Source: an optimization exercise on an open RTL-to-GDS flow (aim: small area). Production flows keep margins and buffers that such runs may drop. The RTL was checked by simulation tests, not by an equivalence proof against the original design. Power is estimated from default activity; no workload was simulated.

==> inputs of 12-03 <==
Design pm2_cpu, start of the top module:
module pm2_cpu (
    input  wire        clk,
    input  wire        rst,           
    output reg         mem_req,
    output reg         mem_we,
    output reg         mem_word,
    output reg  [31:0] mem_addr,
    output reg  [31:0] mem_wdata,
    input  wire [31:0] mem_rdata,
    input  wire        mem_ready,
    output wire        halted
);
make LEC_CHECK=0 CAP_MARGIN=20 CORE_MARGIN=2 CORE_UTILIZATION=40 SLEW_MARGIN=20 finish   # period 12.0 ns
run.sh (not shown) runs the stock make flow with config.mk's settings and CLKGATE_MAP_FILE= SYNTH_SCRIPT=/design/flow/synth_recipe.tcl, a recipe that flattens the netlist after the stock synthesis.
==> inputs of 10-11, as changes to 12-03 <==
--- a/flow/design.v
+++ b/flow/design.v
@@ -24,13 +24,13 @@
                      S_JMP  = 4'd13;   
     reg  [3:0]   state;
     reg  [2:0]   ph;         
     reg  [1:0]   rc;         
     reg          inpass;     
     reg  [31:0]  Q, T, H;
-    reg          zf, cy, cip, zacc;
+    reg          zf, cy, cip, zacc, hs;
     reg  [2:0]   k;          
     reg          o7, o4;
     reg  [3:0]   o;
     reg  [3:0]   rd, p1, p2;
     reg  [511:0] rf;
     reg  [31:0]  ipr;
@@ -64,13 +64,14 @@
     wire [3:0] ipnew = ipsum[3:0];
     wire       ip_we = (act & (state != S_ADR) & (state != S_LOAD)) | clr;
     wire [3:0] qtop  = (state == S_LOAD) ? d1 : ipnew;
     always @(posedge clk)
         ipr <= {ip_we ? (ipnew & {4{~clr}}) : ipr[3:0], ipr[31:4]};
     wire       ldb_hi = o7 & ~o4 & o[0] & (ph[2] | ph[1]);
-    wire [3:0] wq     = Q[3:0] & {4{~ldb_hi}};
+    wire [3:0] wsrc   = (~o7 & ~o[0]) ? H[3:0] : Q[3:0];    
+    wire [3:0] wq     = wsrc & {4{~ldb_hi}};
     wire       wr_en  = act & (((state == S_ALU) & o[3]) | (state == S_WR));
     wire [3:0] wdig   = clr ? 4'd0 : (state == S_ALU) ? alu_r : wq;
     wire [3:0] zdig   = (state == S_ALU) ? alu_r : (state == S_LOAD) ? d2 : wq;
     wire       znext  = (ph0 | zacc) & (zdig == 4'd0);
     genvar r;
     generate
@@ -78,16 +79,25 @@
             wire we = clr | (wr_en & (rd == r));
             always @(posedge clk)
                 rf[r*32 +: 32] <= {we ? wdig : rf[r*32 +: 4], rf[r*32+4 +: 28]};
         end
     endgenerate
     wire        mulop = ~o[0];
-    wire [32:0] mx = mulop ? {1'b0, H} : {H, Q[31]};
-    wire [32:0] my = mulop ? {1'b0, T & {32{Q[0]}}} : {1'b1, ~T};
-    wire [33:0] mr = {1'b0, mx} + {1'b0, my} + {33'd0, ~mulop};
-    wire        nb = mr[33];
+    wire [32:0] ma = {H, Q[31] & ~mulop};
+    wire [32:0] mb = mulop ? {1'b0, T & {32{Q[31]}}} : {~hs, T ^ {32{~hs}}};
+    wire [32:0] ms;
+    wire [20:0] mcy;
+    assign mcy[0] = ~mulop & ~hs;
+    genvar i;
+    generate
+        for (i = 0; i < 20; i = i + 1) begin : g_madd
+            assign ms[i]    = ma[i] ^ mb[i] ^ mcy[i];
+            assign mcy[i+1] = (ma[i] & mb[i]) | (mcy[i] & (ma[i] ^ mb[i]));
+        end
+    endgenerate
+    assign ms[32:20] = ma[32:20] + mb[32:20] + {12'd0, mcy[20]};
     wire [7:0] op = mem_rdata[31:24];
     wire [7:0] b1 = mem_rdata[23:16];
     wire [7:0] b2 = mem_rdata[15:8];
     wire [7:0] b3 = mem_rdata[7:0];
     wire h1 = |b1[7:4];
     wire h2 = |b2[7:4];
@@ -128,12 +138,16 @@
         mem_we    = (state == S_MEM) & o[1];
         mem_word  = ~((state == S_MEM) & o[0]);
         mem_addr  = Q;
         mem_wdata = T;
     end
     always @(posedge clk) begin
+        H  <= (state == S_LOAD || state == S_WR) ? {4'd0, H[31:4]} : ms[31:0];
+        hs <= (state == S_MD) & ms[32];
+    end
+    always @(posedge clk) begin
         ph <= ph + 3'd1;
         if (act) begin
             zacc <= znext;
             cy   <= asum[4];
             cip  <= ipsum[4];
         end
@@ -166,31 +180,24 @@
                 end
                 S_MEM: if (xfer) begin
                     Q     <= mem_rdata;
                     state <= o[1] ? S_FIN : S_WR;
                 end
                 S_MD: begin
-                    if (mulop) begin
-                        H <= mr[32:1];
-                        Q <= {mr[0], Q[31:1]};
-                    end else begin
-                        H <= nb ? mr[31:0] : mx[31:0];
-                        Q <= {Q[30:0], nb};
-                    end
+                    Q  <= {Q[30:0], ~ms[32]};
                     if (ph7) begin
                         rc <= rc + 2'd1;
                         if (rc == 2'd3)
                             state <= S_WR;
                     end
                 end
                 S_HALT: ;    
                 default: if (act) begin    
                     Q <= {qtop, Q[31:4]};
                     if (state == S_ADR || state == S_LOAD)
                         T <= {d2, T[31:4]};
-                    H  <= 32'd0;
                     rc <= 2'd0;
                     if (ph7) begin
                         case (state)
                             S_ALU:   zf <= znext;
                             S_WR:    if (!o7) zf <= znext;
                             default: ;
==> flow/flow/run.sh (new file) <==
#!/bin/bash
set -e
export BUFFER_PORTS_ARGS="-buffer_cell sky130_fd_sc_hd__buf_1"
export CTS_ARGS="-sink_clustering_enable -repair_clock_nets -dont_use_dummy_load -buf_list sky130_fd_sc_hd__clkbuf_16 -sink_clustering_size 40 -sink_clustering_max_diameter 60"
bash standard.sh > standard.log 2>&1
==> flow/standard.sh (new file) <==
#!/bin/bash
# synth_recipe.tcl (not shown) runs the flow's synth.tcl, then flattens the netlist and writes it again
# the make line also repeats each setting of config.mk as NAME=value (left out here)
make -C /OpenROAD-flow-scripts/flow DESIGN_CONFIG=/design/flow/config.mk WORK_HOME=/design/flow/orfs CLKGATE_MAP_FILE= SYNTH_SCRIPT=/design/flow/synth_recipe.tcl "${@:-finish}"
Settings changed: CORE_UTILIZATION 40 to 55.
removed: flow/run.sh
==> inputs of 11-21, as changes to 12-03 <==
--- a/flow/design.v
+++ b/flow/design.v
@@ -24,13 +24,13 @@
                      S_JMP  = 4'd13;   
     reg  [3:0]   state;
     reg  [2:0]   ph;         
     reg  [1:0]   rc;         
     reg          inpass;     
     reg  [31:0]  Q, T, H;
-    reg          zf, cy, cip, zacc;
+    reg          zf, cy, cip, zacc, hs;
     reg  [2:0]   k;          
     reg          o7, o4;
     reg  [3:0]   o;
     reg  [3:0]   rd, p1, p2;
     reg  [511:0] rf;
     reg  [31:0]  ipr;
@@ -64,13 +64,14 @@
     wire [3:0] ipnew = ipsum[3:0];
     wire       ip_we = (act & (state != S_ADR) & (state != S_LOAD)) | clr;
     wire [3:0] qtop  = (state == S_LOAD) ? d1 : ipnew;
     always @(posedge clk)
         ipr <= {ip_we ? (ipnew & {4{~clr}}) : ipr[3:0], ipr[31:4]};
     wire       ldb_hi = o7 & ~o4 & o[0] & (ph[2] | ph[1]);
-    wire [3:0] wq     = Q[3:0] & {4{~ldb_hi}};
+    wire [3:0] wsrc   = (~o7 & ~o[0]) ? H[3:0] : Q[3:0];    
+    wire [3:0] wq     = wsrc & {4{~ldb_hi}};
     wire       wr_en  = act & (((state == S_ALU) & o[3]) | (state == S_WR));
     wire [3:0] wdig   = clr ? 4'd0 : (state == S_ALU) ? alu_r : wq;
     wire [3:0] zdig   = (state == S_ALU) ? alu_r : (state == S_LOAD) ? d2 : wq;
     wire       znext  = (ph0 | zacc) & (zdig == 4'd0);
     genvar r;
     generate
@@ -78,16 +79,15 @@
             wire we = clr | (wr_en & (rd == r));
             always @(posedge clk)
                 rf[r*32 +: 32] <= {we ? wdig : rf[r*32 +: 4], rf[r*32+4 +: 28]};
         end
     endgenerate
     wire        mulop = ~o[0];
-    wire [32:0] mx = mulop ? {1'b0, H} : {H, Q[31]};
-    wire [32:0] my = mulop ? {1'b0, T & {32{Q[0]}}} : {1'b1, ~T};
-    wire [33:0] mr = {1'b0, mx} + {1'b0, my} + {33'd0, ~mulop};
-    wire        nb = mr[33];
+    wire [32:0] ma = {H, Q[31] & ~mulop};
+    wire [32:0] mb = mulop ? {1'b0, T & {32{Q[31]}}} : {~hs, T ^ {32{~hs}}};
+    wire [32:0] ms = ma + mb + {32'd0, ~mulop & ~hs};
     wire [7:0] op = mem_rdata[31:24];
     wire [7:0] b1 = mem_rdata[23:16];
     wire [7:0] b2 = mem_rdata[15:8];
     wire [7:0] b3 = mem_rdata[7:0];
     wire h1 = |b1[7:4];
     wire h2 = |b2[7:4];
@@ -166,31 +166,29 @@
                 end
                 S_MEM: if (xfer) begin
                     Q     <= mem_rdata;
                     state <= o[1] ? S_FIN : S_WR;
                 end
                 S_MD: begin
-                    if (mulop) begin
-                        H <= mr[32:1];
-                        Q <= {mr[0], Q[31:1]};
-                    end else begin
-                        H <= nb ? mr[31:0] : mx[31:0];
-                        Q <= {Q[30:0], nb};
-                    end
+                    H  <= ms[31:0];
+                    hs <= ms[32];
+                    Q  <= {Q[30:0], ~ms[32]};
                     if (ph7) begin
                         rc <= rc + 2'd1;
                         if (rc == 2'd3)
                             state <= S_WR;
                     end
                 end
                 S_HALT: ;    
                 default: if (act) begin    
                     Q <= {qtop, Q[31:4]};
                     if (state == S_ADR || state == S_LOAD)
                         T <= {d2, T[31:4]};
-                    H  <= 32'd0;
+                    if (state == S_LOAD || state == S_WR)
+                        H <= {4'd0, H[31:4]};
+                    hs <= 1'b0;
                     rc <= 2'd0;
                     if (ph7) begin
                         case (state)
                             S_ALU:   zf <= znext;
                             S_WR:    if (!o7) zf <= znext;
                             default: ;
Settings changed: CORE_UTILIZATION 40 to 55, CTS_BUF_LIST from default to sky130_fd_sc_hd__clkbuf_8, CTS_CLUSTER_DIAMETER from default to 50, CTS_CLUSTER_SIZE from default to 16.
==> summary of the runs <==
Against 10-11, the sequential power of 12-03 is lower by about 3%. Critical path depth: 10-11 > 12-03 > 11-21. The highest global-route usage belongs to 11-21, the lowest to 12-03. Of 11-21 and 12-03, 12-03 has the higher die area (gap about 30%, measured against 12-03). Utilization, highest first: 11-21, 10-11, 12-03. In 10-11 the flip-flop and latch count is higher than in 12-03, by 1.

## port drivers added, routing unchanged
How much do the figures lean on ideal ports? The routed layouts below were timed once more, with nothing changed but the port constraints.
Step 1 sets driving cells, clkbuf_16 on the clock port and buf_2 on the other inputs (assumed; they add their load-dependent delay and slew).
Step 2 times the ports against the registers' clock, not the clock port: input delays grow and output delays shrink by t, the midpoint of the rising clock arrivals with the driver on.
a / b / c = no drivers / after step 1 / after step 2; a / b = the first two.
| run | t, ns | setup slack, ns | hold WS [ns] |
|---|---|---|---|
| 12-03 | 0.680 | 6.536 / 6.477 / 6.893 | 0.307 / 0.307 / 0.307 |
| 10-11 | 0.601 | 1.001 / 1.001 / 1.001 | 0.263 / 0.263 / 0.263 |
| 11-21 | 0.716 | 7.143 / 7.089 / 7.181 | 0.303 / 0.303 / 0.303 |
After both steps every run listed still meets setup and hold.
